From an optimization exercise on the open Yosys and OpenROAD flow, aimed at small area, a short achievable clock period and few clock cycles per item; shortcuts taken in it are not production practice.
The RTL was checked by simulation tests, not by an equivalence proof against the original design.
Power is estimated from default activity; no workload was simulated. No driver is modelled on the clock port, so clocking that relies on it looks cheaper here than on a real chip.

$ cat design/flow/config.mk
export PLATFORM = sky130hd
export DESIGN_NAME = oqpsk_mod
export DESIGN_NICKNAME = oqpsk_mod
export VERILOG_FILES = /design/flow/design.v
export SDC_FILE = /design/flow/constraint.sdc
export NUM_CORES = 4
export LEC_CHECK = 0
export CAP_MARGIN = 20
export CORE_MARGIN = 2
export CORE_UTILIZATION = 40
export SLEW_MARGIN = 20
$ cat design/flow/constraint.sdc
create_clock -name core_clock -period 22.0 [get_ports {clk}]
set_input_delay 4.4000 -clock core_clock [delete_from_list [all_inputs] [get_ports {clk}]]
set_output_delay 4.4000 -clock core_clock [all_outputs]
set_load 0.01 [all_outputs]
$ cat design/flow/design.v
module amp_mul_s1 (
    input  wire [31:0] t,
    output wire [25:0] ra,       
    output wire [25:0] rb,
    output wire        cin,      
    output wire        shl,      
    output wire [7:0]  ebase     
);
    wire [7:0]  et  = t[30:23];
    wire [23:0] m   = {(et != 8'd0), t[22:0]};
    wire        top = (m > 24'hB504F3);
    wire        big = (et[7:1] != 7'd0);             
    assign shl   = !top && big;
    assign ebase = top ? et - 8'd1 : (big ? et - 8'd2 : 8'd0);
    wire [47:0] a, b;
    amp_csa u_csa (.m(m), .nshl(!shl), .ra(a), .rb(b));
    wire [22:0] lo = {1'b0, a[21:0]} + {1'b0, b[21:0]};
    assign cin = lo[22];
    assign ra  = a[47:22];
    assign rb  = b[47:22];
endmodule
module amp_mul_s2 (
    input  wire [25:0] ra,
    input  wire [25:0] rb,
    input  wire        cin,
    input  wire        shl,
    input  wire [7:0]  ebase,
    output wire [30:0] y         
);
    wire [25:0] p = ra + rb + {25'd0, cin};          
    wire [24:0] x = shl ? p[25:1] : {1'b0, p[25:2]};
    assign y = {ebase + {6'd0, x[24:23]}, x[22:0]};
endmodule
module amp_csa (
    input  wire [23:0] m,
    input  wire        nshl,
    output wire [47:0] ra,
    output wire [47:0] rb
);
    wire [23:0] mn = ~m;
    wire hs0 = mn[0] ^ mn[2];
    wire hc0 = mn[0] & mn[2];
    wire fs1 = mn[1] ^ mn[3] ^ m[5];
    wire fc1 = (mn[1] & mn[3]) | (mn[1] & m[5]) | (mn[3] & m[5]);
    wire fs2 = m[0] ^ mn[2] ^ mn[4];
    wire fc2 = (m[0] & mn[2]) | (m[0] & mn[4]) | (mn[2] & mn[4]);
    wire fs3 = m[1] ^ mn[3] ^ mn[5];
    wire fc3 = (m[1] & mn[3]) | (m[1] & mn[5]) | (mn[3] & mn[5]);
    wire hs4 = m[2] ^ mn[4];
    wire hc4 = m[2] & mn[4];
    wire hs5 = m[3] ^ mn[5];
    wire hc5 = m[3] & mn[5];
    wire hs6 = m[0] ^ m[2];
    wire hc6 = m[0] & m[2];
    wire fs7 = m[1] ^ m[3] ^ m[9];
    wire fc7 = (m[1] & m[3]) | (m[1] & m[9]) | (m[3] & m[9]);
    wire fs8 = mn[0] ^ m[2] ^ m[4];
    wire fc8 = (mn[0] & m[2]) | (mn[0] & m[4]) | (m[2] & m[4]);
    wire fs9 = m[10] ^ m[12] ^ mn[16];
    wire fc9 = (m[10] & m[12]) | (m[10] & mn[16]) | (m[12] & mn[16]);
    wire fs10 = mn[1] ^ m[3] ^ m[5];
    wire fc10 = (mn[1] & m[3]) | (mn[1] & m[5]) | (m[3] & m[5]);
    wire fs11 = m[11] ^ m[13] ^ mn[17];
    wire fc11 = (m[11] & m[13]) | (m[11] & mn[17]) | (m[13] & mn[17]);
    wire fs12 = m[4] ^ m[6] ^ m[12];
    wire fc12 = (m[4] & m[6]) | (m[4] & m[12]) | (m[6] & m[12]);
    wire fs13 = m[14] ^ mn[18] ^ m[20];
    wire fc13 = (m[14] & mn[18]) | (m[14] & m[20]) | (mn[18] & m[20]);
    wire hs14 = mn[22] ^ hs0;
    wire hc14 = mn[22] & hs0;
    wire fs15 = m[7] ^ m[13] ^ m[15];
    wire fc15 = (m[7] & m[13]) | (m[7] & m[15]) | (m[13] & m[15]);
    wire fs16 = mn[19] ^ m[21] ^ 1'b1;
    wire fc16 = (mn[19] & m[21]) | (mn[19] & 1'b1) | (m[21] & 1'b1);
    wire fs17 = hc0 ^ fs1 ^ mn[23];
    wire fc17 = (hc0 & fs1) | (hc0 & mn[23]) | (fs1 & mn[23]);
    wire fs18 = m[6] ^ m[8] ^ m[14];
    wire fc18 = (m[6] & m[8]) | (m[6] & m[14]) | (m[8] & m[14]);
    wire fs19 = m[16] ^ mn[20] ^ m[22];
    wire fc19 = (m[16] & mn[20]) | (m[16] & m[22]) | (mn[20] & m[22]);
    wire fs20 = 1'b1 ^ fc1 ^ fs2;
    wire fc20 = (1'b1 & fc1) | (1'b1 & fs2) | (fc1 & fs2);
    wire fs21 = m[7] ^ m[9] ^ m[15];
    wire fc21 = (m[7] & m[9]) | (m[7] & m[15]) | (m[9] & m[15]);
    wire fs22 = m[17] ^ mn[21] ^ 1'b1;
    wire fc22 = (m[17] & mn[21]) | (m[17] & 1'b1) | (mn[21] & 1'b1);
    wire fs23 = fc2 ^ fs3 ^ m[23];
    wire fc23 = (fc2 & fs3) | (fc2 & m[23]) | (fs3 & m[23]);
    wire fs24 = mn[6] ^ m[8] ^ m[10];
    wire fc24 = (mn[6] & m[8]) | (mn[6] & m[10]) | (m[8] & m[10]);
    wire fs25 = m[16] ^ m[18] ^ mn[22];
    wire fc25 = (m[16] & m[18]) | (m[16] & mn[22]) | (m[18] & mn[22]);
    wire fs26 = 1'b1 ^ fc3 ^ hs4;
    wire fc26 = (1'b1 & fc3) | (1'b1 & hs4) | (fc3 & hs4);
    wire fs27 = mn[7] ^ m[9] ^ m[11];
    wire fc27 = (mn[7] & m[9]) | (mn[7] & m[11]) | (m[9] & m[11]);
    wire fs28 = m[17] ^ m[19] ^ 1'b1;
    wire fc28 = (m[17] & m[19]) | (m[17] & 1'b1) | (m[19] & 1'b1);
    wire fs29 = hc4 ^ hs5 ^ mn[23];
    wire fc29 = (hc4 & hs5) | (hc4 & mn[23]) | (hs5 & mn[23]);
    wire fs30 = m[4] ^ mn[6] ^ mn[8];
    wire fc30 = (m[4] & mn[6]) | (m[4] & mn[8]) | (mn[6] & mn[8]);
    wire fs31 = m[10] ^ m[12] ^ m[18];
    wire fc31 = (m[10] & m[12]) | (m[10] & m[18]) | (m[12] & m[18]);
    wire hs32 = m[20] ^ hc5;
    wire hc32 = m[20] & hc5;
    wire fs33 = m[5] ^ mn[7] ^ mn[9];
    wire fc33 = (m[5] & mn[7]) | (m[5] & mn[9]) | (mn[7] & mn[9]);
    wire fs34 = m[11] ^ m[13] ^ m[19];
    wire fc34 = (m[11] & m[13]) | (m[11] & m[19]) | (m[13] & m[19]);
    wire hs35 = m[21] ^ 1'b1;
    wire hc35 = m[21] & 1'b1;
    wire fs36 = m[6] ^ mn[8] ^ mn[10];
    wire fc36 = (m[6] & mn[8]) | (m[6] & mn[10]) | (mn[8] & mn[10]);
    wire fs37 = m[12] ^ m[14] ^ m[20];
    wire fc37 = (m[12] & m[14]) | (m[12] & m[20]) | (m[14] & m[20]);
    wire hs38 = m[22] ^ 1'b1;
    wire hc38 = m[22] & 1'b1;
    wire fs39 = m[7] ^ mn[9] ^ mn[11];
    wire fc39 = (m[7] & mn[9]) | (m[7] & mn[11]) | (mn[9] & mn[11]);
    wire fs40 = m[13] ^ m[15] ^ m[21];
    wire fc40 = (m[13] & m[15]) | (m[13] & m[21]) | (m[15] & m[21]);
    wire hs41 = 1'b1 ^ m[23];
    wire hc41 = 1'b1 & m[23];
    wire fs42 = m[8] ^ mn[10] ^ mn[12];
    wire fc42 = (m[8] & mn[10]) | (m[8] & mn[12]) | (mn[10] & mn[12]);
    wire fs43 = m[14] ^ m[16] ^ m[22];
    wire fc43 = (m[14] & m[16]) | (m[14] & m[22]) | (m[16] & m[22]);
    wire fs44 = m[9] ^ mn[11] ^ mn[13];
    wire fc44 = (m[9] & mn[11]) | (m[9] & mn[13]) | (mn[11] & mn[13]);
    wire hs45 = m[15] ^ m[17];
    wire hc45 = m[15] & m[17];
    wire fs46 = m[10] ^ mn[12] ^ mn[14];
    wire fc46 = (m[10] & mn[12]) | (m[10] & mn[14]) | (mn[12] & mn[14]);
    wire hs47 = m[11] ^ mn[13];
    wire hc47 = m[11] & mn[13];
    wire hs48 = m[12] ^ mn[14];
    wire hc48 = m[12] & mn[14];
    wire hs49 = m[13] ^ mn[15];
    wire hc49 = m[13] & mn[15];
    wire hs50 = m[14] ^ mn[16];
    wire hc50 = m[14] & mn[16];
    wire hs51 = m[15] ^ mn[17];
    wire hc51 = m[15] & mn[17];
    wire hs52 = m[0] ^ m[2];
    wire hc52 = m[0] & m[2];
    wire fs53 = m[1] ^ m[3] ^ mn[7];
    wire fc53 = (m[1] & m[3]) | (m[1] & mn[7]) | (m[3] & mn[7]);
    wire fs54 = m[2] ^ m[4] ^ mn[8];
    wire fc54 = (m[2] & m[4]) | (m[2] & mn[8]) | (m[4] & mn[8]);
    wire fs55 = m[3] ^ m[5] ^ mn[9];
    wire fc55 = (m[3] & m[5]) | (m[3] & mn[9]) | (m[5] & mn[9]);
    wire fs56 = m[4] ^ m[6] ^ mn[10];
    wire fc56 = (m[4] & m[6]) | (m[4] & mn[10]) | (m[6] & mn[10]);
    wire fs57 = m[5] ^ m[7] ^ mn[11];
    wire fc57 = (m[5] & m[7]) | (m[5] & mn[11]) | (m[7] & mn[11]);
    wire fs58 = m[0] ^ m[6] ^ m[8];
    wire fc58 = (m[0] & m[6]) | (m[0] & m[8]) | (m[6] & m[8]);
    wire hs59 = mn[12] ^ m[14];
    wire hc59 = mn[12] & m[14];
    wire fs60 = m[1] ^ m[7] ^ m[9];
    wire fc60 = (m[1] & m[7]) | (m[1] & m[9]) | (m[7] & m[9]);
    wire fs61 = mn[13] ^ m[15] ^ mn[17];
    wire fc61 = (mn[13] & m[15]) | (mn[13] & mn[17]) | (m[15] & mn[17]);
    wire fs62 = m[8] ^ m[10] ^ mn[14];
    wire fc62 = (m[8] & m[10]) | (m[8] & mn[14]) | (m[10] & mn[14]);
    wire fs63 = m[16] ^ mn[18] ^ hs6;
    wire fc63 = (m[16] & mn[18]) | (m[16] & hs6) | (mn[18] & hs6);
    wire fs64 = m[11] ^ mn[15] ^ m[17];
    wire fc64 = (m[11] & mn[15]) | (m[11] & m[17]) | (mn[15] & m[17]);
    wire fs65 = mn[19] ^ hc6 ^ fs7;
    wire fc65 = (mn[19] & hc6) | (mn[19] & fs7) | (hc6 & fs7);
    wire fs66 = m[18] ^ mn[20] ^ 1'b1;
    wire fc66 = (m[18] & mn[20]) | (m[18] & 1'b1) | (mn[20] & 1'b1);
    wire fs67 = fc7 ^ fs8 ^ fs9;
    wire fc67 = (fc7 & fs8) | (fc7 & fs9) | (fs8 & fs9);
    wire fs68 = m[19] ^ mn[21] ^ fc8;
    wire fc68 = (m[19] & mn[21]) | (m[19] & fc8) | (mn[21] & fc8);
    wire fs69 = fc9 ^ fs10 ^ fs11;
    wire fc69 = (fc9 & fs10) | (fc9 & fs11) | (fs10 & fs11);
    wire fs70 = fc10 ^ fc11 ^ fs12;
    wire fc70 = (fc10 & fc11) | (fc10 & fs12) | (fc11 & fs12);
    wire fs71 = fs13 ^ hs14 ^ nshl;
    wire fc71 = (fs13 & hs14) | (fs13 & nshl) | (hs14 & nshl);
    wire fs72 = fc12 ^ fc13 ^ hc14;
    wire fc72 = (fc12 & fc13) | (fc12 & hc14) | (fc13 & hc14);
    wire fs73 = fs15 ^ fs16 ^ fs17;
    wire fc73 = (fs15 & fs16) | (fs15 & fs17) | (fs16 & fs17);
    wire fs74 = fc15 ^ fc16 ^ fc17;
    wire fc74 = (fc15 & fc16) | (fc15 & fc17) | (fc16 & fc17);
    wire fs75 = fs18 ^ fs19 ^ fs20;
    wire fc75 = (fs18 & fs19) | (fs18 & fs20) | (fs19 & fs20);
    wire fs76 = fc18 ^ fc19 ^ fc20;
    wire fc76 = (fc18 & fc19) | (fc18 & fc20) | (fc19 & fc20);
    wire fs77 = fs21 ^ fs22 ^ fs23;
    wire fc77 = (fs21 & fs22) | (fs21 & fs23) | (fs22 & fs23);
    wire fs78 = fc21 ^ fc22 ^ fc23;
    wire fc78 = (fc21 & fc22) | (fc21 & fc23) | (fc22 & fc23);
    wire fs79 = fs24 ^ fs25 ^ fs26;
    wire fc79 = (fs24 & fs25) | (fs24 & fs26) | (fs25 & fs26);
    wire fs80 = fc24 ^ fc25 ^ fc26;
    wire fc80 = (fc24 & fc25) | (fc24 & fc26) | (fc25 & fc26);
    wire fs81 = fs27 ^ fs28 ^ fs29;
    wire fc81 = (fs27 & fs28) | (fs27 & fs29) | (fs28 & fs29);
    wire fs82 = fc27 ^ fc28 ^ fc29;
    wire fc82 = (fc27 & fc28) | (fc27 & fc29) | (fc28 & fc29);
    wire fs83 = fs30 ^ fs31 ^ hs32;
    wire fc83 = (fs30 & fs31) | (fs30 & hs32) | (fs31 & hs32);
    wire fs84 = fc30 ^ fc31 ^ hc32;
    wire fc84 = (fc30 & fc31) | (fc30 & hc32) | (fc31 & hc32);
    wire fs85 = fs33 ^ fs34 ^ hs35;
    wire fc85 = (fs33 & fs34) | (fs33 & hs35) | (fs34 & hs35);
    wire fs86 = fc33 ^ fc34 ^ hc35;
    wire fc86 = (fc33 & fc34) | (fc33 & hc35) | (fc34 & hc35);
    wire fs87 = fs36 ^ fs37 ^ hs38;
    wire fc87 = (fs36 & fs37) | (fs36 & hs38) | (fs37 & hs38);
    wire fs88 = fc36 ^ fc37 ^ hc38;
    wire fc88 = (fc36 & fc37) | (fc36 & hc38) | (fc37 & hc38);
    wire fs89 = fs39 ^ fs40 ^ hs41;
    wire fc89 = (fs39 & fs40) | (fs39 & hs41) | (fs40 & hs41);
    wire fs90 = 1'b1 ^ fc39 ^ fc40;
    wire fc90 = (1'b1 & fc39) | (1'b1 & fc40) | (fc39 & fc40);
    wire fs91 = hc41 ^ fs42 ^ fs43;
    wire fc91 = (hc41 & fs42) | (hc41 & fs43) | (fs42 & fs43);
    wire fs92 = 1'b1 ^ fc42 ^ fc43;
    wire fc92 = (1'b1 & fc42) | (1'b1 & fc43) | (fc42 & fc43);
    wire fs93 = fs44 ^ hs45 ^ m[23];
    wire fc93 = (fs44 & hs45) | (fs44 & m[23]) | (hs45 & m[23]);
    wire fs94 = m[16] ^ m[18] ^ 1'b1;
    wire fc94 = (m[16] & m[18]) | (m[16] & 1'b1) | (m[18] & 1'b1);
    wire fs95 = fc44 ^ hc45 ^ fs46;
    wire fc95 = (fc44 & hc45) | (fc44 & fs46) | (hc45 & fs46);
    wire fs96 = mn[15] ^ m[17] ^ m[19];
    wire fc96 = (mn[15] & m[17]) | (mn[15] & m[19]) | (m[17] & m[19]);
    wire fs97 = 1'b1 ^ fc46 ^ hs47;
    wire fc97 = (1'b1 & fc46) | (1'b1 & hs47) | (fc46 & hs47);
    wire fs98 = mn[16] ^ m[18] ^ m[20];
    wire fc98 = (mn[16] & m[18]) | (mn[16] & m[20]) | (m[18] & m[20]);
    wire fs99 = 1'b1 ^ hc47 ^ hs48;
    wire fc99 = (1'b1 & hc47) | (1'b1 & hs48) | (hc47 & hs48);
    wire fs100 = mn[17] ^ m[19] ^ m[21];
    wire fc100 = (mn[17] & m[19]) | (mn[17] & m[21]) | (m[19] & m[21]);
    wire fs101 = 1'b1 ^ hc48 ^ hs49;
    wire fc101 = (1'b1 & hc48) | (1'b1 & hs49) | (hc48 & hs49);
    wire fs102 = mn[18] ^ m[20] ^ m[22];
    wire fc102 = (mn[18] & m[20]) | (mn[18] & m[22]) | (m[20] & m[22]);
    wire fs103 = 1'b1 ^ hc49 ^ hs50;
    wire fc103 = (1'b1 & hc49) | (1'b1 & hs50) | (hc49 & hs50);
    wire fs104 = mn[19] ^ m[21] ^ 1'b1;
    wire fc104 = (mn[19] & m[21]) | (mn[19] & 1'b1) | (m[21] & 1'b1);
    wire fs105 = hc50 ^ hs51 ^ m[23];
    wire fc105 = (hc50 & hs51) | (hc50 & m[23]) | (hs51 & m[23]);
    wire fs106 = m[16] ^ mn[18] ^ mn[20];
    wire fc106 = (m[16] & mn[18]) | (m[16] & mn[20]) | (mn[18] & mn[20]);
    wire fs107 = m[22] ^ 1'b1 ^ hc51;
    wire fc107 = (m[22] & 1'b1) | (m[22] & hc51) | (1'b1 & hc51);
    wire fs108 = m[17] ^ mn[19] ^ mn[21];
    wire fc108 = (m[17] & mn[19]) | (m[17] & mn[21]) | (mn[19] & mn[21]);
    wire hs109 = 1'b1 ^ m[23];
    wire hc109 = 1'b1 & m[23];
    wire fs110 = m[18] ^ mn[20] ^ mn[22];
    wire fc110 = (m[18] & mn[20]) | (m[18] & mn[22]) | (mn[20] & mn[22]);
    wire hs111 = m[19] ^ mn[21];
    wire hc111 = m[19] & mn[21];
    wire hs112 = mn[0] ^ m[2];
    wire hc112 = mn[0] & m[2];
    wire hs113 = mn[1] ^ m[3];
    wire hc113 = mn[1] & m[3];
    wire hs114 = mn[2] ^ m[4];
    wire hc114 = mn[2] & m[4];
    wire hs115 = mn[3] ^ m[5];
    wire hc115 = mn[3] & m[5];
    wire fs116 = m[0] ^ mn[4] ^ m[6];
    wire fc116 = (m[0] & mn[4]) | (m[0] & m[6]) | (mn[4] & m[6]);
    wire fs117 = m[1] ^ mn[5] ^ m[7];
    wire fc117 = (m[1] & mn[5]) | (m[1] & m[7]) | (mn[5] & m[7]);
    wire fs118 = mn[6] ^ m[8] ^ mn[10];
    wire fc118 = (mn[6] & m[8]) | (mn[6] & mn[10]) | (m[8] & mn[10]);
    wire fs119 = m[9] ^ mn[11] ^ hc52;
    wire fc119 = (m[9] & mn[11]) | (m[9] & hc52) | (mn[11] & hc52);
    wire fs120 = m[10] ^ mn[12] ^ fc53;
    wire fc120 = (m[10] & mn[12]) | (m[10] & fc53) | (mn[12] & fc53);
    wire fs121 = m[11] ^ mn[13] ^ fc54;
    wire fc121 = (m[11] & mn[13]) | (m[11] & fc54) | (mn[13] & fc54);
    wire fs122 = m[12] ^ mn[14] ^ fc55;
    wire fc122 = (m[12] & mn[14]) | (m[12] & fc55) | (mn[14] & fc55);
    wire fs123 = m[13] ^ mn[15] ^ fc56;
    wire fc123 = (m[13] & mn[15]) | (m[13] & fc56) | (mn[15] & fc56);
    wire fs124 = mn[16] ^ fc57 ^ fs58;
    wire fc124 = (mn[16] & fc57) | (mn[16] & fs58) | (fc57 & fs58);
    wire fs125 = fc58 ^ hc59 ^ fs60;
    wire fc125 = (fc58 & hc59) | (fc58 & fs60) | (hc59 & fs60);
    wire fs126 = fc60 ^ fc61 ^ fs62;
    wire fc126 = (fc60 & fc61) | (fc60 & fs62) | (fc61 & fs62);
    wire fs127 = fc62 ^ fc63 ^ fs64;
    wire fc127 = (fc62 & fc63) | (fc62 & fs64) | (fc63 & fs64);
    wire fs128 = fc64 ^ fc65 ^ fs66;
    wire fc128 = (fc64 & fc65) | (fc64 & fs66) | (fc65 & fs66);
    wire fs129 = fc66 ^ fc67 ^ fs68;
    wire fc129 = (fc66 & fc67) | (fc66 & fs68) | (fc67 & fs68);
    wire fs130 = fc68 ^ fc69 ^ fs70;
    wire fc130 = (fc68 & fc69) | (fc68 & fs70) | (fc69 & fs70);
    wire fs131 = fc70 ^ fc71 ^ fs72;
    wire fc131 = (fc70 & fc71) | (fc70 & fs72) | (fc71 & fs72);
    wire fs132 = fc72 ^ fc73 ^ fs74;
    wire fc132 = (fc72 & fc73) | (fc72 & fs74) | (fc73 & fs74);
    wire fs133 = fc74 ^ fc75 ^ fs76;
    wire fc133 = (fc74 & fc75) | (fc74 & fs76) | (fc75 & fs76);
    wire fs134 = fc76 ^ fc77 ^ fs78;
    wire fc134 = (fc76 & fc77) | (fc76 & fs78) | (fc77 & fs78);
    wire fs135 = fc78 ^ fc79 ^ fs80;
    wire fc135 = (fc78 & fc79) | (fc78 & fs80) | (fc79 & fs80);
    wire fs136 = fc80 ^ fc81 ^ fs82;
    wire fc136 = (fc80 & fc81) | (fc80 & fs82) | (fc81 & fs82);
    wire fs137 = fc82 ^ fc83 ^ fs84;
    wire fc137 = (fc82 & fc83) | (fc82 & fs84) | (fc83 & fs84);
    wire fs138 = fc84 ^ fc85 ^ fs86;
    wire fc138 = (fc84 & fc85) | (fc84 & fs86) | (fc85 & fs86);
    wire fs139 = fc86 ^ fc87 ^ fs88;
    wire fc139 = (fc86 & fc87) | (fc86 & fs88) | (fc87 & fs88);
    wire fs140 = fc88 ^ fc89 ^ fs90;
    wire fc140 = (fc88 & fc89) | (fc88 & fs90) | (fc89 & fs90);
    wire fs141 = fc90 ^ fc91 ^ fs92;
    wire fc141 = (fc90 & fc91) | (fc90 & fs92) | (fc91 & fs92);
    wire fs142 = fc92 ^ fc93 ^ fs94;
    wire fc142 = (fc92 & fc93) | (fc92 & fs94) | (fc93 & fs94);
    wire fs143 = fc94 ^ fc95 ^ fs96;
    wire fc143 = (fc94 & fc95) | (fc94 & fs96) | (fc95 & fs96);
    wire fs144 = fc96 ^ fc97 ^ fs98;
    wire fc144 = (fc96 & fc97) | (fc96 & fs98) | (fc97 & fs98);
    wire fs145 = fc98 ^ fc99 ^ fs100;
    wire fc145 = (fc98 & fc99) | (fc98 & fs100) | (fc99 & fs100);
    wire fs146 = fc100 ^ fc101 ^ fs102;
    wire fc146 = (fc100 & fc101) | (fc100 & fs102) | (fc101 & fs102);
    wire fs147 = fc102 ^ fc103 ^ fs104;
    wire fc147 = (fc102 & fc103) | (fc102 & fs104) | (fc103 & fs104);
    wire fs148 = fc104 ^ fc105 ^ fs106;
    wire fc148 = (fc104 & fc105) | (fc104 & fs106) | (fc105 & fs106);
    wire fs149 = fc106 ^ fc107 ^ fs108;
    wire fc149 = (fc106 & fc107) | (fc106 & fs108) | (fc107 & fs108);
    wire fs150 = 1'b1 ^ fc108 ^ hc109;
    wire fc150 = (1'b1 & fc108) | (1'b1 & hc109) | (fc108 & hc109);
    wire fs151 = 1'b1 ^ fc110 ^ hs111;
    wire fc151 = (1'b1 & fc110) | (1'b1 & hs111) | (fc110 & hs111);
    wire hs152 = m[20] ^ mn[22];
    wire hc152 = m[20] & mn[22];
    wire hs153 = m[21] ^ 1'b1;
    wire hc153 = m[21] & 1'b1;
    wire hs154 = mn[4] ^ 1'b1;
    wire hc154 = mn[4] & 1'b1;
    wire fs155 = mn[5] ^ hc112 ^ hs113;
    wire fc155 = (mn[5] & hc112) | (mn[5] & hs113) | (hc112 & hs113);
    wire fs156 = mn[6] ^ hc113 ^ hs114;
    wire fc156 = (mn[6] & hc113) | (mn[6] & hs114) | (hc113 & hs114);
    wire fs157 = mn[7] ^ hc114 ^ hs115;
    wire fc157 = (mn[7] & hc114) | (mn[7] & hs115) | (hc114 & hs115);
    wire fs158 = mn[8] ^ hc115 ^ fs116;
    wire fc158 = (mn[8] & hc115) | (mn[8] & fs116) | (hc115 & fs116);
    wire fs159 = mn[9] ^ fc116 ^ fs117;
    wire fc159 = (mn[9] & fc116) | (mn[9] & fs117) | (fc116 & fs117);
    wire fs160 = hs52 ^ fc117 ^ fs118;
    wire fc160 = (hs52 & fc117) | (hs52 & fs118) | (fc117 & fs118);
    wire fs161 = fs53 ^ fc118 ^ fs119;
    wire fc161 = (fs53 & fc118) | (fs53 & fs119) | (fc118 & fs119);
    wire fs162 = fs54 ^ fc119 ^ fs120;
    wire fc162 = (fs54 & fc119) | (fs54 & fs120) | (fc119 & fs120);
    wire fs163 = fs55 ^ fc120 ^ fs121;
    wire fc163 = (fs55 & fc120) | (fs55 & fs121) | (fc120 & fs121);
    wire fs164 = fs56 ^ fc121 ^ fs122;
    wire fc164 = (fs56 & fc121) | (fs56 & fs122) | (fc121 & fs122);
    wire fs165 = fs57 ^ fc122 ^ fs123;
    wire fc165 = (fs57 & fc122) | (fs57 & fs123) | (fc122 & fs123);
    wire fs166 = hs59 ^ fc123 ^ fs124;
    wire fc166 = (hs59 & fc123) | (hs59 & fs124) | (fc123 & fs124);
    wire fs167 = fs61 ^ fc124 ^ fs125;
    wire fc167 = (fs61 & fc124) | (fs61 & fs125) | (fc124 & fs125);
    wire fs168 = fs63 ^ fc125 ^ fs126;
    wire fc168 = (fs63 & fc125) | (fs63 & fs126) | (fc125 & fs126);
    wire fs169 = fs65 ^ fc126 ^ fs127;
    wire fc169 = (fs65 & fc126) | (fs65 & fs127) | (fc126 & fs127);
    wire fs170 = fs67 ^ fc127 ^ fs128;
    wire fc170 = (fs67 & fc127) | (fs67 & fs128) | (fc127 & fs128);
    wire fs171 = fs69 ^ fc128 ^ fs129;
    wire fc171 = (fs69 & fc128) | (fs69 & fs129) | (fc128 & fs129);
    wire fs172 = fs71 ^ fc129 ^ fs130;
    wire fc172 = (fs71 & fc129) | (fs71 & fs130) | (fc129 & fs130);
    wire fs173 = fs73 ^ fc130 ^ fs131;
    wire fc173 = (fs73 & fc130) | (fs73 & fs131) | (fc130 & fs131);
    wire fs174 = fs75 ^ fc131 ^ fs132;
    wire fc174 = (fs75 & fc131) | (fs75 & fs132) | (fc131 & fs132);
    wire fs175 = fs77 ^ fc132 ^ fs133;
    wire fc175 = (fs77 & fc132) | (fs77 & fs133) | (fc132 & fs133);
    wire fs176 = fs79 ^ fc133 ^ fs134;
    wire fc176 = (fs79 & fc133) | (fs79 & fs134) | (fc133 & fs134);
    wire fs177 = fs81 ^ fc134 ^ fs135;
    wire fc177 = (fs81 & fc134) | (fs81 & fs135) | (fc134 & fs135);
    wire fs178 = fs83 ^ fc135 ^ fs136;
    wire fc178 = (fs83 & fc135) | (fs83 & fs136) | (fc135 & fs136);
    wire fs179 = fs85 ^ fc136 ^ fs137;
    wire fc179 = (fs85 & fc136) | (fs85 & fs137) | (fc136 & fs137);
    wire fs180 = fs87 ^ fc137 ^ fs138;
    wire fc180 = (fs87 & fc137) | (fs87 & fs138) | (fc137 & fs138);
    wire fs181 = fs89 ^ fc138 ^ fs139;
    wire fc181 = (fs89 & fc138) | (fs89 & fs139) | (fc138 & fs139);
    wire fs182 = fs91 ^ fc139 ^ fs140;
    wire fc182 = (fs91 & fc139) | (fs91 & fs140) | (fc139 & fs140);
    wire fs183 = fs93 ^ fc140 ^ fs141;
    wire fc183 = (fs93 & fc140) | (fs93 & fs141) | (fc140 & fs141);
    wire fs184 = fs95 ^ fc141 ^ fs142;
    wire fc184 = (fs95 & fc141) | (fs95 & fs142) | (fc141 & fs142);
    wire fs185 = fs97 ^ fc142 ^ fs143;
    wire fc185 = (fs97 & fc142) | (fs97 & fs143) | (fc142 & fs143);
    wire fs186 = fs99 ^ fc143 ^ fs144;
    wire fc186 = (fs99 & fc143) | (fs99 & fs144) | (fc143 & fs144);
    wire fs187 = fs101 ^ fc144 ^ fs145;
    wire fc187 = (fs101 & fc144) | (fs101 & fs145) | (fc144 & fs145);
    wire fs188 = fs103 ^ fc145 ^ fs146;
    wire fc188 = (fs103 & fc145) | (fs103 & fs146) | (fc145 & fs146);
    wire fs189 = fs105 ^ fc146 ^ fs147;
    wire fc189 = (fs105 & fc146) | (fs105 & fs147) | (fc146 & fs147);
    wire fs190 = fs107 ^ fc147 ^ fs148;
    wire fc190 = (fs107 & fc147) | (fs107 & fs148) | (fc147 & fs148);
    wire fs191 = hs109 ^ fc148 ^ fs149;
    wire fc191 = (hs109 & fc148) | (hs109 & fs149) | (fc148 & fs149);
    wire fs192 = fs110 ^ fc149 ^ fs150;
    wire fc192 = (fs110 & fc149) | (fs110 & fs150) | (fc149 & fs150);
    wire fs193 = fc150 ^ fs151 ^ mn[23];
    wire fc193 = (fc150 & fs151) | (fc150 & mn[23]) | (fs151 & mn[23]);
    wire fs194 = hc111 ^ fc151 ^ hs152;
    wire fc194 = (hc111 & fc151) | (hc111 & hs152) | (fc151 & hs152);
    wire fs195 = hc152 ^ hs153 ^ mn[23];
    wire fc195 = (hc152 & hs153) | (hc152 & mn[23]) | (hs153 & mn[23]);
    wire hs196 = m[22] ^ hc153;
    wire hc196 = m[22] & hc153;
    wire hs197 = 1'b1 ^ m[23];
    wire hc197 = 1'b1 & m[23];
    assign ra = {hc196, fc195, fc194, fc193, fc192, fc191, fc190, fc189, fc188, fc187, fc186, fc185, fc184, fc183, fc182, fc181, fc180, fc179, fc178, fc177, fc176, fc175, fc174, fc173, fc172, fc171, fc170, fc169, fc168, fc167, fc166, fc165, fc164, fc163, fc162, fc161, fc160, fc159, fc158, fc157, fc156, fc155, hc154, hs112, m[1], m[0], mn[1], mn[0]};
    assign rb = {hs197, hs196, fs195, fs194, fs193, fs192, fs191, fs190, fs189, fs188, fs187, fs186, fs185, fs184, fs183, fs182, fs181, fs180, fs179, fs178, fs177, fs176, fs175, fs174, fs173, fs172, fs171, fs170, fs169, fs168, fs167, fs166, fs165, fs164, fs163, fs162, fs161, fs160, fs159, fs158, fs157, fs156, fs155, hs154, mn[3], mn[2], 1'b0, 1'b1};
endmodule
module oqpsk_mod (
    input  wire        clk,
    input  wire        rst,
    input  wire        cmd_valid,
    output wire        cmd_ready,
    input  wire [1:0]  cmd_op,
    input  wire [7:0]  cmd_arg,
    input  wire [31:0] cmd_data,
    output reg         out_valid,
    input  wire        out_ready,
    output reg  [31:0] out_i,
    output reg  [31:0] out_q
);
    localparam        NTAPS   = 24;
    localparam [1:0] OP_CONFIG = 2'd0;
    localparam [1:0] OP_TAP    = 2'd1;
    localparam [1:0] OP_BYTE   = 2'd2;
    reg        r_v;
    reg [1:0]  r_op;
    reg [7:0]  r_arg;
    reg [31:0] r_data;
    reg        rdy;
    assign cmd_ready = rdy;
    wire acc = cmd_valid && rdy;
    reg [3:0]  s_m1;         
    reg [3:0]  h;            
    reg [2:0]  rot;
    reg [2:0]  rot_a;        
    reg [2:0]  rot_b;        
    reg        busy;
    reg [7:0]  sym;          
    reg [1:0]  pair;
    reg [3:0]  k;            
    reg [4:0]  kq;           
    reg [3:0]  e_sm1;        
    reg [3:0]  e_h;          
    reg [31:0] ring_0 [0:7];
    reg [31:0] ring_1 [0:7];
    reg [31:0] ring_2 [0:7];
    wire adv       = !out_valid || out_ready;
    wire last_k    = (k == e_sm1);
    wire last_pair = (pair == 2'd3);
    wire r_byte  = (r_op == OP_BYTE);
    wire r_tap   = (r_op == OP_TAP);
    wire r_tapw  = r_tap && (r_arg < NTAPS);
    reg        s1_v;
    wire [4:0] e_top = {1'b0, e_sm1} + {1'b0, e_h};
    wire tap_safe = !busy || (last_pair && ({1'b0, k} > r_arg[4:0]))
                          || (r_arg[4:0] > e_top);
    function aligned(input [2:0] r, input [4:0] j);
        aligned = (r == j[2:0]);
    endfunction
    wire tap_go   = tap_safe && aligned(rot_a, r_arg[4:0]);
    wire start_c = r_v && r_byte && (!busy || last_k && last_pair);
    wire en_e    = !busy || adv;                     
    wire start   = start_c && en_e;
    wire r_cons  = r_byte ? start : (!r_tapw || tap_go);
    wire       r_cons_c = r_byte ? (r_v && !busy) : (!r_tapw || tap_go);
    wire no_start  = !(r_v && r_byte);
    wire idle_pred = !busy && no_start;
    function sure(input [1:0] op, input [7:0] arg);
        sure = (op == OP_CONFIG) || (op == 2'd3) ||
               (op == OP_TAP && !(arg < NTAPS)) ||
               (op == OP_BYTE && idle_pred) ||
               (op == OP_TAP && no_start && aligned(rot_b, arg[4:0]) &&
                (!busy || (last_pair && ({1'b0, k} > arg[4:0])) || (arg[4:0] > e_top)));
    endfunction
    wire r_free   = !r_v || r_cons_c;
    wire sure_cmd = sure(cmd_op, cmd_arg);
    wire sure_r   = !(r_v && !r_cons_c) || sure(r_op, r_arg);
    wire rdy_d = acc ? sure_cmd : sure_r;
    wire [25:0] m_ra, m_rb;
    wire        m_cin;
    wire        m_shl;
    wire [7:0]  m_eb;
    amp_mul_s1 u_s1 (.t(r_data), .ra(m_ra), .rb(m_rb), .cin(m_cin),
                     .shl(m_shl), .ebase(m_eb));
    reg [1:0]  s1_b;             
    reg        s1_sgn;
    reg        s1_shl;
    reg [7:0]  s1_eb;
    reg [25:0] s1_ra, s1_rb;
    reg        s1_cin;
    wire [30:0] m_y;
    amp_mul_s2 u_s2 (.ra(s1_ra), .rb(s1_rb), .cin(s1_cin), .shl(s1_shl),
                     .ebase(s1_eb), .y(m_y));
    wire [31:0] w_word = {s1_sgn, m_y};
    integer p;
    always @(posedge clk) begin
        s1_b   <= r_arg[4:3];
        s1_sgn <= r_data[31];
        s1_shl <= m_shl;
        s1_eb  <= m_eb;
        s1_ra  <= m_ra;
        s1_rb  <= m_rb;
        s1_cin <= m_cin;
        for (p = 0; p < 7; p = p + 1) begin
            ring_0[p] <= ring_0[p + 1];
            ring_1[p] <= ring_1[p + 1];
            ring_2[p] <= ring_2[p + 1];
        end
        ring_0[7] <= (s1_v && s1_b == 2'd0) ? w_word : ring_0[0];
        ring_1[7] <= (s1_v && s1_b == 2'd1) ? w_word : ring_1[0];
        ring_2[7] <= (s1_v && s1_b[1])      ? w_word : ring_2[0];
    end
    wire ineg = sym[7] ^ sym[6];
    wire qneg = sym[7];
    wire [2:0] pos_i = k[2:0] - rot;
    wire [2:0] pos_q = kq[2:0] - rot;
    wire [7:0] oh_i  = 8'd1 << pos_i;
    wire [7:0] oh_q  = 8'd1 << pos_q;
    wire [7:0] sel_i0 = k[3] ? 8'd0 : oh_i;
    wire [7:0] sel_i1 = k[3] ? oh_i : 8'd0;
    wire [7:0] sel_q0 = (kq[4:3] == 2'd0) ? oh_q : 8'd0;
    wire [7:0] sel_q1 = (kq[4:3] == 2'd1) ? oh_q : 8'd0;
    wire [7:0] sel_q2 = kq[4] ? oh_q : 8'd0;
    reg  [31:0] pi, pq;
    always @* begin
        pi = 32'd0;
        pq = 32'd0;
        for (p = 0; p < 8; p = p + 1) begin
            pi = pi | ({32{sel_i0[p]}} & ring_0[p]) | ({32{sel_i1[p]}} & ring_1[p]);
            pq = pq | ({32{sel_q0[p]}} & ring_0[p]) | ({32{sel_q1[p]}} & ring_1[p])
                    | ({32{sel_q2[p]}} & ring_2[p]);
        end
    end
    always @(posedge clk) begin
        if (r_free) begin
            r_op   <= cmd_op;
            r_arg  <= cmd_arg;
            r_data <= cmd_data;
        end
        if (r_v && r_op == OP_CONFIG) begin
            s_m1 <= r_arg[3:0];
            h    <= ({1'b0, r_arg[3:0]} + 5'd1) >> 1;
        end
        if (busy && adv) begin
            out_i <= {pi[31] ^ ineg, pi[30:0]};
            out_q <= {pq[31] ^ qneg, pq[30:0]};
        end
        if (en_e) begin
            if (start_c) begin
                e_sm1 <= s_m1;
                e_h   <= h;
                sym   <= r_arg;
                pair  <= 2'd0;
                k     <= 4'd0;
                kq    <= {1'b0, h};
            end else if (busy) begin
                if (last_k) begin
                    k    <= 4'd0;
                    kq   <= {1'b0, e_h};
                    pair <= pair + 2'd1;
                    sym  <= {sym[5:0], 2'b00};
                end else begin
                    k    <= k + 4'd1;
                    kq   <= kq + 5'd1;
                end
            end
        end
    end
    always @(posedge clk) begin
        if (rst) begin
            r_v       <= 1'b0;
            rdy       <= 1'b1;
            busy      <= 1'b0;
            out_valid <= 1'b0;
            s1_v      <= 1'b0;
            rot       <= 3'd0;
            rot_a     <= 3'd1;
            rot_b     <= 3'd2;
        end else begin
            r_v   <= acc || (r_v && !r_cons);
            rdy   <= rdy_d;
            s1_v  <= r_v && r_tapw && tap_go;
            rot   <= rot + 3'd1;
            rot_a <= rot_a + 3'd1;
            rot_b <= rot_b + 3'd1;
            if (en_e)
                busy <= start_c || (busy && !(last_k && last_pair));
            out_valid <= busy || (out_valid && !out_ready);
        end
    end
endmodule
$ cat design/flow/flow/run.sh
#!/bin/bash
# The standard layout (the standard.sh, whole), with these changes:
#  - ports are buffered with buf_2 cells (the default picks a slow delay cell);
#  - clock tree synthesis does not add dummy loads and clusters up to 24
#    sinks per clkbuf_16;
#  - timing repair aims for 16.5 ns of setup slack (the clock stays 22 ns).
set -euo pipefail
export BUFFER_PORTS_ARGS="-buffer_cell sky130_fd_sc_hd__buf_2"
export CTS_ARGS="-sink_clustering_enable -repair_clock_nets -dont_use_dummy_load -buf_list sky130_fd_sc_hd__clkbuf_16 -sink_clustering_size 24 -sink_clustering_max_diameter 120"
export SETUP_SLACK_MARGIN=16.5
bash standard.sh > standard.log 2>&1
$ cat design/flow/standard.sh
#!/bin/bash
# synth_recipe.tcl (not shown) runs the flow's synth.tcl, then flattens the netlist and writes it again
# the make line also repeats each setting of config.mk as NAME=value (left out here)
make -C /OpenROAD-flow-scripts/flow DESIGN_CONFIG=/design/flow/config.mk WORK_HOME=/design/flow/orfs CLKGATE_MAP_FILE= SYNTH_SCRIPT=/design/flow/synth_recipe.tcl "${@:-finish}"
==> results of run 1 <==
[layout by cell type, fill, tap and decap left out, types with 18 or more instances in the layout]
| cell type | netlist | layout |
|---|---|---|
| a21oi_1 | 39 | 38 |
| a221oi_1 | 196 | 196 |
| a22o_1 | 195 | 195 |
| a22oi_1 | 255 | 255 |
| buf_2 | 58 | 109 |
| buf_4 | 5 | 49 |
| clkbuf_16 | 0 | 48 |
| dfxtp_1 | 847 | 844 |
| edfxtp_1 | 141 | 141 |
| fa_1 | 150 | 150 |
| ha_1 | 133 | 132 |
| inv_1 | 242 | 241 |
| mux2i_1 | 18 | 18 |
| nand2_1 | 145 | 144 |
| nand3_1 | 48 | 48 |
| nand4_1 | 101 | 101 |
| nor2_1 | 114 | 82 |
| nor2_4 | 0 | 36 |
| o21ai_0 | 114 | 113 |
| xnor2_1 | 37 | 37 |
| xor2_1 | 23 | 23 |
[power by group through the flow]
stage | Clock, W | Sequential, W | Combinational [W]
floorplan | 0 | 0.00195 | 0.000632
global placement | 0 | 0.00197 | 0.000978
detailed placement | 0 | 0.00197 | 0.000991
CTS | 0.000975 | 0.00192 | 0.000995
global route | 0.00104 | 0.00193 | 0.00110
finish | 0.000956 | 0.00192 | 0.00100
[cells by family (layout without fill, tap and decap cells)]
family / Yosys count / in the layout / synth area share, %
AOI/OAI and AO/OA: 902 / 902 / 18.34
xor gates and xnor gates: 61 / 61 / 1.461
adders and majority gates: 283 / 283 / 12.41
buffers and inverters: 396 / 450 / 4.195
DFF: 988 / 988 / 56.35
muxes: 30 / 30 / 0.8384
other: 0 / 3 / 0
and+or+nand+nor: 492 / 492 / 6.411
[state kept, by name, summed over array words and instances (netlist names), 4 cells and up]
register,cells
ring_0,256
ring_1,256
ring_2,256
out_i,32
out_q,32
r_data,32
s1_ra,26
s1_rb,26
r_arg,8
s1_eb,8
sym,8
kq,5
e_h,4
e_sm1,4
h,4
k,4
s_m1,4
[layout make-up]
class / count / area, µm² / area share (%)
inverters: 242 / 915.9 / 2.234
well taps: 1254 / 1569 / 3.827
flip-flops and latches: 988 / 21190 / 51.70
diodes: 3 / 7.507 / 0.01831
multi-input cells: 1768 / 15170 / 37.01
clock buffers: 48 / 1201 / 2.930
repair buffers: 160 / 935.9 / 2.283
[cell usage after synthesis, drive strengths merged, types with 2 or more instances]
library cell    n
inv           242
buf            70
nor3           12
edfxtp        141
dfxtp         847
mux2           12
and3            8
a21o           13
a21oi          41
o31ai          12
xor2           23
a211oi          8
nor2b          15
a21boi          3
nor4            4
o21a           13
nand3b          3
nand4         101
o21ai         127
a31oi           5
o21bai          2
nand2b         15
a2111oi         4
fa            150
nand3          48
or4             2
o2111ai         3
nor2          118
o22ai           5
clkbuf         84
and2            6
or2             6
a22o          195
ha            133
nor3b           4
o211ai         11
a41oi           3
a221oi        196
and4            2
mux2i          18
xnor2          37
nand2         146
a22oi         255
[per-stage QoR]
stage	cells	util (%)	total power (W)	setup slack (ns)	cell area, µm²
global route	4460	43.98	0.004070	16.26	40990
detailed placement	4412	42.67	0.002957	15.85	39770
finish	4463	43.99	0.003881	16.31	40990
floorplan	3152	-	0.002586	16.19	37640
global placement	4412	42.67	0.002944	15.90	39770
CTS	4460	43.98	0.003894	16.27	40980
[path summary, 6_finish.rpt]
kind	start	to	slack [ns]	cells after the start
setup / recovery	out_q[3]	out_q[3]	16.31	1
hold / removal	ring_2[3][21]	ring_2[2][21]	0.32	0
setup reg to reg	s1_ra[0]	ring_1[7][27]	17.02	19
hold reg to reg	ring_2[3][21]	ring_2[2][21]	0.32	0
[routing by layer]
layer,wire length [µm],GRT usage (%),part of all wire [%]
met5,0,0,0
met4,5045,8.749,4.2
met3,11860,4.785,10
met2,52980,37.57,45
met1,48960,32.67,41
==> results.yml, run 1 <==
floorplan:
  rows: 112
  start_util_pct: 40.36
  io_pins: 112
  core_region_area_mm2: 0.09319
  die_area_mm2: 0.09649
  die_w_um: 310.6
  fp.dieH_um: 310.6
worst_hold_path:
  hold_class: "reg -> reg"
placement:
  post-dp-hpwl_mm: 69.91
  io_buffer_count: 111
  gp_congestion: 0.8462
critical_path:
  max_stage_delay_ns: 0.49
  endpoint_kind: "output pin"
  worst-path-buf-inv: 1
  startpoint_type: "register"
  path_cells: "buf_2"
  worstSetupPathType: "reg -> out"
  slowest_stage: "edfxtp_1"
  worstPathArrival_ns: 1.29
  critical-path-top-delay-family: "flip-flops"
  worstPathMaxFanout: 1
  worst_ep_required_time_ns: 17.60
global_routing:
  grt_max_degree: 65
  grt_pass1_wl_mm: 174.3
  overflow: 0
  grt_usage_pct: 23.91
  grt_pass1_vias: 26180
  antenna_found_initial: 3
cts:
  cts_made_buffers: 48
  ctsResizeCount: 4
  postCtsSetupRepairBufs: 0
  cts-root-buf: "clkbuf_16"
  numClockSinks: 988
  tritoncts: "done"
  clockBufferDepth: 3
  insertion_delay_ns: 0.66
  clk_pin_slew_ns: 0.09
  hold_buffers: 0
  htreeDepth: 2
timing:
  tightestPinTransition_ns: 0.9819
  fin_crit_ns: 5.689
  fin_skew_ns: 0.05682
  hold_viol: 0
  tns_ns: 0
  rsz0062_at_grt: "yes"
  drv_slew: 0
  relSlewSlack_pct: 34.54
  fin_crit_sh_pct: 25.86
  fmax_ghz: 0.1758
  hold_slack_ns: 0.3206
  setup_viol: 0
pwr:
  p_int_w: 0.002597
  leakage_nw: 15.82
  p_sw_share_pct: 33.08
  pwr-share-comb_pct: 25.8
  pwr-share-clk_pct: 24.6
  powerDensity_mw_per_mm2: 94.68
  p_switching_w: 0.001284
  ir_worst_vdd_mv: 0.07665
  p_seq_share_pct: 49.6
yosys:
  synth-async-reset-ratio_pct: 0
  yosysWarnings: 4
  synth_cells: 3152
  ys_seq_elements: 988
  synth-edff-count: 141
  synth_flop_cell: "dfxtp_1"
  synth_nets: 3481
  synth_top_cell_area_share_pct: 45.09
  netlist_area_mm2: 0.03761
  ys_seq_area_share_pct: 56.35
  synth_top_area_cell: "dfxtp_1"
  yosys.cell_types.count: 67
  synthTopCellsByArea: "dfxtp_1 45%, edfxtp_1 11%, fa_1 8.0%"
  postSynthAreaPerCell_um2: 11.93
route:
  avgViaCountPerCell: 5.950
  dr.pass1.iters: 7
  antenna_left: 0
  num_vias: 26550
  routedWlPerCell_um: 26.63
  drt_wl_total_mm: 118.8
  drc: 0
  drtIter0Drc: 3335
job:
  max_cap_viol_count: 0
final_layout:
  drive_above_1_share_pct: 8.952
  num-fill-cells: 8709
  area_growth_pct: 9.006
  nets: 3537
run_status:
  status: "finished clean"
Testbench counts, summed over its fixed seeds: cycles 87,959, items 86,016.
==> inputs of run 2 (changes only) <==
==> design/flow/flow/run.sh (replaced) <==
#!/bin/bash
# The standard layout (the standard.sh, whole), with these changes:
#  - ports are buffered with buf_2 cells (the default picks a slow delay cell);
#  - clock tree synthesis does not add dummy loads and clusters up to 32
#    sinks per clkbuf_16;
#  - timing repair aims for 16.5 ns of setup slack (the clock stays 22 ns).
set -euo pipefail
export BUFFER_PORTS_ARGS="-buffer_cell sky130_fd_sc_hd__buf_2"
export CTS_ARGS="-sink_clustering_enable -repair_clock_nets -dont_use_dummy_load -buf_list sky130_fd_sc_hd__clkbuf_16 -sink_clustering_size 32 -sink_clustering_max_diameter 150"
export SETUP_SLACK_MARGIN=16.5
bash standard.sh > standard.log 2>&1
==> run 2 against run 1 <==
  * Register-to-register slack improved by 0.08 ns
  * Power decreased by 2.8%
  * Sequential cell count unchanged
  * Fmax about the same
  * Global-route usage decreased by 0.091 points
  * Via count decreased by 0.73%
  * Clock power decreased by 11%
  * Sequential share of layout area increased by 0.36 points
  * Combinational power about the same
  * Non-clock buffer count unchanged
  * Die area unchanged
==> results.yml, run 2 <==
cts:
  cts-root-buf: "clkbuf_16"
  clk_pin_slew_ns: 0.12
  numClockSinks: 988
  insertion_delay_ns: 0.63
  postCtsSetupRepairBufs: 0
  tritoncts: "done"
  clockBufferDepth: 3
  cts_made_buffers: 37
  hold_buffers: 0
  htreeDepth: 2
global_routing:
  grt_max_degree: 65
  grt_usage_pct: 23.82
  grt_pass1_wl_mm: 173.6
  grt_pass1_vias: 25980
  antenna_found_initial: 3
  overflow: 0
critical_path:
  endpoint_kind: "output pin"
  timing.rr.end: "ring_1[7][27]"
  critical-path-top-delay-family: "flip-flops"
  worstSetupPathType: "reg -> out"
  startpoint: "out_q[4]"
  reg2reg_from: "s1_ra[0]"
  reg2regPathDepth: 19
  slowest_stage: "edfxtp_1"
  path_cells: "buf_2"
  max_stage_delay_ns: 0.50
  worstPathArrival_ns: 1.29
  worst-path-buf-inv: 1
  r2r_setup_slack_ns: 17.10
  startpoint_type: "register"
  worstPathMaxFanout: 1
  worst_ep_required_time_ns: 17.60
timing:
  relSlewSlack_pct: 34.97
  tightestPinTransition_ns: 0.9755
  fin_crit_sh_pct: 25.87
  rsz0062_at_grt: "yes"
  hold_viol: 0
  drv_slew: 0
  fmax_ghz: 0.1757
  fin_crit_ns: 5.692
  setup_viol: 0
  tns_ns: 0
  fin_skew_ns: 0.05719
yosys:
  ys_seq_area_share_pct: 56.35
  yosys.cell_types.count: 67
  synth_top_cell_area_share_pct: 45.09
  synthTopCellsByArea: "dfxtp_1 45%, edfxtp_1 11%, fa_1 8.0%"
  synth-edff-count: 141
  synth_cells: 3152
  netlist_area_mm2: 0.03761
  synth_flop_cell: "dfxtp_1"
  synth_nets: 3481
  ys_seq_elements: 988
  yosysWarnings: 4
  postSynthAreaPerCell_um2: 11.93
  synth.most_common_cell: "dfxtp_1"
  synth_top_area_cell: "dfxtp_1"
  synth-async-reset-ratio_pct: 0
  ys_top_cells_by_count: "847 x dfxtp_1, 255 x a22oi_1, 242 x inv_1"
floorplan:
  fp.dieH_um: 310.6
  core_region_area_mm2: 0.09319
  rows: 112
  io_pins: 112
  start_util_pct: 40.36
  die_w_um: 310.6
  die_area_mm2: 0.09649
worst_hold_path:
  hold_depth: 0
  worstHoldEndpoint: "ring_2[1][23]"
  hold_path_startpoint: "ring_2[2][23]"
  hold_class: "reg -> reg"
final_layout:
  fin_util_pct: 43.69
  drive_above_1_share_pct: 8.638
  final_common_cell: "dfxtp_1"
  final_area_mm2: 0.04071
  area_growth_pct: 8.254
  nets: 3526
  final_cell_mix: "844 x dfxtp_1, 255 x a22oi_1, 241 x inv_1"
  largest_registers: "ring_0 (256), ring_1 (256), ring_2 (256)"
  diodes: 0
placement:
  gp_congestion: 0.8462
  io_buffer_count: 111
  place_area_mm2: 0.03977
  post-dp-hpwl_mm: 69.91
route:
  num_vias: 26360
  drc: 0
  drt_wl_total_mm: 118.4
  antenna_left: 0
  routedWlPerCell_um: 26.61
  dr.pass1.iters: 6
  avgViaCountPerCell: 5.924
  drtIter0Drc: 3241
job:
  max_cap_viol_count: 0
pwr:
  powerDensity_mw_per_mm2: 92.66
  leakage_nw: 15.68
  ir_worst_vdd_mv: 0.06738
  finalPower_w: 0.003772
run_status:
  status: "finished clean"
-- run 2: worst max path at each step --
stage | end | slack, ns | cells after the start
6_report | out_q[4] | 16.31 | 1
5_1_grt | out_q[3] | 16.26 | 1
4_1_cts | out_q[3] | 16.28 | 1
3_5_place_dp | sym[0] | 15.85 | 4
3_3_place_gp | sym[1] | 15.90 | 4
2_1_floorplan | out_i[0] | 16.19 | 2
-- run 2: repair_timing --
item,in CTS,in global routing
endpoints found under the hold margin,0,0
resized for setup,2,3
cloned,0,0
setup endpoints to repair,66,76
-- run 2: cells by family after synthesis --
group                    after synthesis  share of synthesized area (%)
flip-flops                           988                          56.35
buffers and inverters                396                          4.195
AO/OA/AOI/OAI                        902                          18.34
XOR/XNOR                              61                          1.461
multiplexers                          30                         0.8384
adder cells (fa/ha/maj)              283                          12.41
AND/OR/NAND/NOR                      492                          6.411
-- run 2: power by group --
part | internal (W) | switching, W | leakage [nW] | total [W]
Combinational | 0.000319 | 0.000680 | 7.02 | 0.000999
Sequential | 0.00189 | 0.0000352 | 8.21 | 0.00192
Clock | 0.000307 | 0.000542 | 0.456 | 0.000849
-- run 2: metal layers --
metal  global-route usage [%]  vias to the layer above  wire (µm)  part of all wire (%)
met5                        0                        -          0                     0
met2                    37.55                     1548      53270                    45
met3                    4.732                      290      11700                   9.9
met1                    32.70                    12880      49040                    41
met4                    8.098                        0       4369                   3.7
li1                         -                    11640          -                     -
-- run 2: area by class of cell --
| type | count | area (µm²) |
|---|---|---|
| multi-input cells | 1768 | 15170 |
| repair buffers | 160 | 935.9 |
| flip-flops and latches | 988 | 21190 |
| well taps | 1254 | 1569 |
| fillers | 8726 | 52480 |
| inverters | 242 | 915.9 |
| clock buffers | 37 | 925.9 |
-- run 2: through the flow --
stage               std cells  hold WS, ns  setup WS [ns]
floorplan                3152       0.3233          16.19
global placement         4412       0.3338          15.90
detailed placement       4412       0.3367          15.85
CTS                      4449       0.3370          16.28
global route             4449       0.3386          16.26
finish                   4449       0.3252          16.31
==> inputs of run 3 (changes only) <==
==> design/flow/flow/run.sh (replaced) <==
#!/bin/bash
# The standard layout (the standard.sh, whole), with these changes:
#  - ports are buffered with buf_2 cells (the default picks a slow delay cell);
#  - clock tree synthesis does not add dummy loads and clusters up to 28
#    sinks per clkbuf_16;
#  - timing repair aims for 16.5 ns of setup slack (the clock stays 22 ns).
set -euo pipefail
export BUFFER_PORTS_ARGS="-buffer_cell sky130_fd_sc_hd__buf_2"
export CTS_ARGS="-sink_clustering_enable -repair_clock_nets -dont_use_dummy_load -buf_list sky130_fd_sc_hd__clkbuf_16 -sink_clustering_size 28 -sink_clustering_max_diameter 130"
export SETUP_SLACK_MARGIN=16.5
bash standard.sh > standard.log 2>&1
==> run 3 against run 2 <==
  * Synthesized area unchanged
  * Via count about the same
  * Register-to-register slack got worse by 0.02 ns
  * Sequential power is essentially flat
  * Non-clock buffer count did not move
  * Combinational power barely moved
  * Clock skew grew 0.037 ns
  * Core utilization up 0.14 points
  * Worst hold slack got worse by 0.018 ns
  * Critical path type unchanged
==> results.yml, run 3 <==
route:
  drt_wl_total_mm: 118.7
  drc: 0
  num_vias: 26370
  routedWlPerCell_um: 26.64
  antenna_left: 0
  avgViaCountPerCell: 5.919
  dr.pass1.iters: 6
  drtIter0Drc: 3356
critical_path:
  timing.rr.end: "ring_1[7][27]"
  endpoint_kind: "output pin"
  r2r_setup_slack_ns: 17.08
  startpoint_type: "register"
  worst-path-buf-inv: 1
  max_stage_delay_ns: 0.50
  critical-path-top-delay-family: "flip-flops"
  worstPathMaxFanout: 1
  path_cells: "buf_2"
  reg2regPathDepth: 19
  worstSetupPathType: "reg -> out"
  reg2reg_from: "s1_ra[0]"
  worst_ep_required_time_ns: 17.60
  slowest_stage: "edfxtp_1"
  worstPathArrival_ns: 1.28
yosys:
  ys_seq_elements: 988
  ys_top_cells_by_count: "847 x dfxtp_1, 255 x a22oi_1, 242 x inv_1"
  yosys.cell_types.count: 67
  synth_nets: 3481
  netlist_area_mm2: 0.03761
  synth-async-reset-ratio_pct: 0
  synthTopCellsByArea: "dfxtp_1 45%, edfxtp_1 11%, fa_1 8.0%"
  yosysWarnings: 4
  synth_top_cell_area_share_pct: 45.09
  synth.most_common_cell: "dfxtp_1"
  synth_top_area_cell: "dfxtp_1"
  synth_flop_cell: "dfxtp_1"
  ys_seq_area_share_pct: 56.35
  synth_cells: 3152
  postSynthAreaPerCell_um2: 11.93
  synth-edff-count: 141
pwr:
  pwr-share-clk_pct: 23.5
  p_sw_share_pct: 33.22
  p_seq_share_pct: 50.3
  powerDensity_mw_per_mm2: 93.60
  p_int_w: 0.002553
  pwr-share-comb_pct: 26.2
  p_switching_w: 0.001270
  leakage_nw: 15.74
  ir_worst_vdd_mv: 0.05518
  finalPower_w: 0.003823
job:
  max_cap_viol_count: 0
placement:
  post-dp-hpwl_mm: 69.91
  gp_congestion: 0.8462
  io_buffer_count: 111
  placed_cells: 4412
  place_area_mm2: 0.03977
timing:
  fin_skew_ns: 0.09465
  fin_crit_sh_pct: 25.83
  hold_viol: 0
  drv_slew: 0
  setup_viol: 0
  hold_slack_ns: 0.3075
  rsz0062_at_grt: "yes"
  fin_crit_ns: 5.683
  relSlewSlack_pct: 33.97
  fmax_ghz: 0.1760
  tns_ns: 0
  tightestPinTransition_ns: 0.9905
floorplan:
  fp.dieH_um: 310.6
  core_region_area_mm2: 0.09319
  rows: 112
  die_area_mm2: 0.09649
  io_pins: 112
  start_util_pct: 40.36
  die_w_um: 310.6
final_layout:
  multi_input_area_mm2: 0.01517
  area_growth_pct: 8.594
  final_common_cell: "dfxtp_1"
  instances_no_fill: 4455
  nets: 3531
  final_area_mm2: 0.04084
  largest_registers: "ring_0 (256), ring_1 (256), ring_2 (256)"
  regArea_mm2: 0.02119
  final_cell_mix: "844 x dfxtp_1, 255 x a22oi_1, 241 x inv_1"
  drive_above_1_share_pct: 8.781
  num-fill-cells: 8713
global_routing:
  grt_max_degree: 65
  antenna_found_initial: 1
  grt_pass1_wl_mm: 173.9
  overflow: 0
  grt_pass1_vias: 26090
  grt_usage_pct: 23.86
cts:
  htreeDepth: 2
  postCtsSetupRepairBufs: 0
  clockBufferDepth: 3
  insertion_delay_ns: 0.66
  cts_made_buffers: 42
  numClockSinks: 988
  hold_buffers: 0
  tritoncts: "done"
  cts-root-buf: "clkbuf_16"
  clk_pin_slew_ns: 0.11
run_status:
  status: "finished clean"
worst_hold_path:
  hold_class: "reg -> reg"
  hold_path_startpoint: "ring_2[5][13]"
  hold_depth: 0
  worstHoldEndpoint: "ring_2[4][13]"
==> run 3: power groups by stage <==
stage	logic, W	clock network, W	registers, W
6_report	0.00100	0.000898	0.00192
5_1_grt	0.00110	0.000976	0.00193
4_1_cts	0.000996	0.000916	0.00192
3_5_place_dp	0.000991	0	0.00197
3_3_place_gp	0.000978	0	0.00197
2_1_floorplan	0.000632	0	0.00195
==> run 3: worst max path at each step <==
stage              start        to  slack (ns)  depth (start not counted)
6_report        out_q[4]  out_q[4]       16.32                          1
5_1_grt         out_q[3]  out_q[3]       16.28                          1
4_1_cts         out_q[3]  out_q[3]       16.28                          1
3_5_place_dp   out_ready    sym[0]       15.85                          4
3_3_place_gp   out_ready    sym[1]       15.90                          4
2_1_floorplan  out_ready  out_i[0]       16.19                          2
==> run 3: layout make-up <==
type | instances | share of cell area, %
diodes | 1 | 0.006127
clock buffers | 42 | 2.574
inverters | 242 | 2.243
multi-input cells | 1768 | 37.15
flip-flops and latches | 988 | 51.90
well taps | 1254 | 3.842
repair buffers | 160 | 2.292
==> run 3: cells by family (layout without fill, tap and decap cells) <==
kind of cell / count (synthesis) / after routing / synth area share (%)
DFF: 988 / 988 / 56.35
muxes: 30 / 30 / 0.8384
AOI/OAI and AO/OA: 902 / 902 / 18.34
and+or+nand+nor: 492 / 492 / 6.411
other: 0 / 1 / 0
adders and majority gates: 283 / 283 / 12.41
buffers and inverters: 396 / 444 / 4.195
xor gates and xnor gates: 61 / 61 / 1.461
==> run 3: layer usage <==
metal	routed length [µm]	track usage, %	vias up
li1	-	-	11650
met5	0	0	-
met1	49140	32.82	12870
met2	53280	37.70	1525
met4	4699	8.109	0
met3	11570	4.559	325
==> run 3: repair_timing <==
| action | in CTS | in global routing |
|---|---|---|
| endpoints found under the setup margin | 66 | 75 |
| hold endpoints to repair | 0 | 0 |
| gates resized for setup | 4 | 1 |
| gates cloned | 0 | 0 |
==> run 3: metrics by stage <==
stage	utilization [%]	setup slack (ns)
after floorplan	-	16.19
after global placement	42.67	15.90
after detailed placement	42.67	15.85
after CTS	43.82	16.28
after global routing	43.82	16.28
final	43.82	16.32
==> inputs of run 4 (changes only) <==
--- a/design/flow/config.mk
+++ b/design/flow/config.mk
@@ -9,3 +9,4 @@
 export CORE_MARGIN = 2
 export CORE_UTILIZATION = 40
+export PLACE_DENSITY = 0.8
 export SLEW_MARGIN = 20
==> run 4 against run 3 <==
  * Combinational power about the same
  * Register-to-register slack barely moved
  * Sequential share of layout area about the same
  * Synthesized cell count did not move
  * Routed wire length fell by 4.5%
  * Non-clock buffer count fell by 3
  * Final area hardly changed
  * Core utilization is essentially flat
  * Count of clock-buffer cells in the layout is 1 higher
  * Die area unchanged
  * Final cell count barely moved
  * Largest cell class unchanged
==> results.yml, run 4 <==
run_status:
  status: "finished clean"
timing:
  drv_slew: 0
  tns_ns: 0
  tightestPinTransition_ns: 1.098
  relSlewSlack_pct: 26.66
  hold_viol: 0
  fmax_ghz: 0.1795
  fin_crit_sh_pct: 25.32
  rsz0062_at_grt: "yes"
  fin_crit_ns: 5.570
  fin_skew_ns: 0.06910
  setup_viol: 0
critical_path:
  startpoint_type: "register"
  worstPathArrival_ns: 1.17
  critical-path-top-delay-family: "flip-flops"
  max_stage_delay_ns: 0.39
  startpoint: "out_q[11]"
  path_cells: "buf_2"
  timing.rr.end: "ring_1[7][27]"
  slowest_stage: "edfxtp_1"
  worstPathMaxFanout: 1
  worst_ep_required_time_ns: 17.60
  reg2regPathDepth: 19
  reg2reg_from: "s1_ra[0]"
  endpoint_kind: "output pin"
  worstSetupPathType: "reg -> out"
  worst-path-buf-inv: 1
  r2r_setup_slack_ns: 17.08
worst_hold_path:
  hold_class: "reg -> reg"
  hold_depth: 0
  hold_path_startpoint: "ring_2[2][0]"
  worstHoldEndpoint: "ring_2[1][0]"
global_routing:
  grt_pass1_vias: 26720
  overflow: 0
  grt_max_degree: 65
  grt_pass1_wl_mm: 166.9
  antenna_found_initial: 2
  grt_usage_pct: 22.59
cts:
  clk_pin_slew_ns: 0.11
  clockBufferDepth: 3
  tritoncts: "done"
  insertion_delay_ns: 0.62
  numClockSinks: 988
  postCtsSetupRepairBufs: 0
  hold_buffers: 0
  cts_made_buffers: 43
  htreeDepth: 2
  cts-root-buf: "clkbuf_16"
floorplan:
  rows: 112
  fp.dieH_um: 310.6
  io_pins: 112
  die_area_mm2: 0.09649
  die_w_um: 310.6
  core_region_area_mm2: 0.09319
  start_util_pct: 40.36
yosys:
  ys_seq_area_share_pct: 56.35
  ys_seq_elements: 988
  netlist_area_mm2: 0.03761
  synth_top_cell_area_share_pct: 45.09
  synth_nets: 3481
  synth_top_area_cell: "dfxtp_1"
  postSynthAreaPerCell_um2: 11.93
  synth.most_common_cell: "dfxtp_1"
  yosys.cell_types.count: 67
  ys_top_cells_by_count: "847 x dfxtp_1, 255 x a22oi_1, 242 x inv_1"
  synth_flop_cell: "dfxtp_1"
  yosysWarnings: 4
  synthTopCellsByArea: "dfxtp_1 45%, edfxtp_1 11%, fa_1 8.0%"
  synth-edff-count: 141
  synth-async-reset-ratio_pct: 0
  synth_cells: 3152
final_layout:
  area_growth_pct: 8.610
  instances_no_fill: 4453
  drive_above_1_share_pct: 8.724
  largest_registers: "ring_0 (256), ring_1 (256), ring_2 (256)"
  final_common_cell: "dfxtp_1"
  final_cell_mix: "844 x dfxtp_1, 255 x a22oi_1, 241 x inv_1"
  nets: 3529
route:
  avgViaCountPerCell: 6.132
  num_vias: 27300
  drc: 0
  routedWlPerCell_um: 25.45
  dr.pass1.iters: 8
  antenna_left: 0
  drtIter0Drc: 4509
  drt_wl_total_mm: 113.3
placement:
  gp_congestion: 0.9071
  io_buffer_count: 111
  placed_cells: 4409
  post-dp-hpwl_mm: 67.68
pwr:
  ir_worst_vdd_mv: 0.08770
  leakage_nw: 15.74
  powerDensity_mw_per_mm2: 93.69
job:
  max_cap_viol_count: 0
-- run 4: cells by family (layout without fill, tap and decap cells) --
logic type | after synthesis | in the layout | synth area share (%)
muxes | 30 | 30 | 0.8384
and+or+nand+nor | 492 | 492 | 6.411
buffers and inverters | 396 | 442 | 4.195
other | 0 | 1 | 0
DFF | 988 | 988 | 56.35
adders and majority gates | 283 | 283 | 12.41
xor gates and xnor gates | 61 | 61 | 1.461
AOI/OAI and AO/OA | 902 | 902 | 18.34
-- run 4: power breakdown --
part	switching [W]	internal (W)	total, W
combinational	0.000685	0.000321	0.00101
clock	0.000541	0.000352	0.000893
sequential	0.0000397	0.00189	0.00193
total	0.00127	0.00256	0.00383
-- run 4: stage by stage --
step | hold slack [ns] | total power (W) | setup WS, ns | instance area [µm²] | utilization, %
after floorplan | 0.3233 | 0.002586 | 16.19 | 37640 | -
after global placement | 0.3331 | 0.002911 | 15.80 | 39740 | 42.65
after detailed placement | 0.3355 | 0.002941 | 15.76 | 39740 | 42.65
after CTS | 0.3200 | 0.003807 | 16.40 | 40840 | 43.82
after global routing | 0.3269 | 0.003984 | 16.39 | 40840 | 43.83
final | 0.3166 | 0.003827 | 16.43 | 40850 | 43.83
-- run 4: metal layers --
metal / wire [µm] / GRT usage (%) / up-vias
li1: - / - / 11630
met5: 0 / 0 / -
met2: 48640 / 34.38 / 2142
met1: 43050 / 29.89 / 13080
met3: 15760 / 6.365 / 452
met4: 5865 / 10.21 / 0
-- run 4: worst max-delay path by stage --
stage / to / slack (ns) / depth (start not counted)
finish: out_q[11] / 16.43 / 1
global route: out_q[11] / 16.39 / 1
CTS: out_q[11] / 16.40 / 1
detailed placement: out_i[6] / 15.76 / 4
global placement: out_i[18] / 15.80 / 4
floorplan: out_i[0] / 16.19 / 2
-- run 4: repair_timing --
action                     4_1_cts  5_1_grt
setup endpoints to repair      127       65
resized for setup                5        1
cloned                           0        0
pin swaps                        0        0
-- run 4: area by class of cell --
cell class / count / area, µm²
multi-input combinational: 1768 / 15170
timing repair buffer: 157 / 917.1
clock buffer: 43 / 1076
sequential: 988 / 21190
inverter: 242 / 915.9
tap: 1254 / 1569
fill: 8404 / 52340
antenna: 1 / 2.502

## separate check: timing with driven ports
The flow's constraints put no driver on any port. The routed layouts listed below were extracted and timed again, unchanged, in two steps. Step 1, drivers: a clkbuf_16 drives clk and a buf_2 each remaining input, both assumed. Step 2 times the ports against the registers' clock, not the clock port: input delays grow and output delays shrink by t, the midpoint of the rising clock arrivals with the driver on. Slacks: ideal / step 1 / step 2; pairs: ideal / step 1.
| run | t (ns) | setup WS [ns] | slew at the worst register clock pin (ns) | pins driven straight from the clock port |
|---|---|---|---|---|
| run 1 | 0.680 | 16.311 / 16.251 / 16.030 | 0.10 / 0.10 | 1 |
| run 2 | 0.650 | 16.308 / 16.248 / 16.044 | 0.12 / 0.12 | 1 |
| run 3 | 0.672 | 16.317 / 16.249 / 16.038 | 0.11 / 0.11 | 1 |
| run 4 | 0.662 | 16.430 / 16.366 / 15.951 | 0.11 / 0.11 | 1 |
After both steps every run listed still meets setup and hold. For run 4, which loses most, drivers alone change the setup slack by -0.064 ns; drivers and shift together by -0.479 ns.
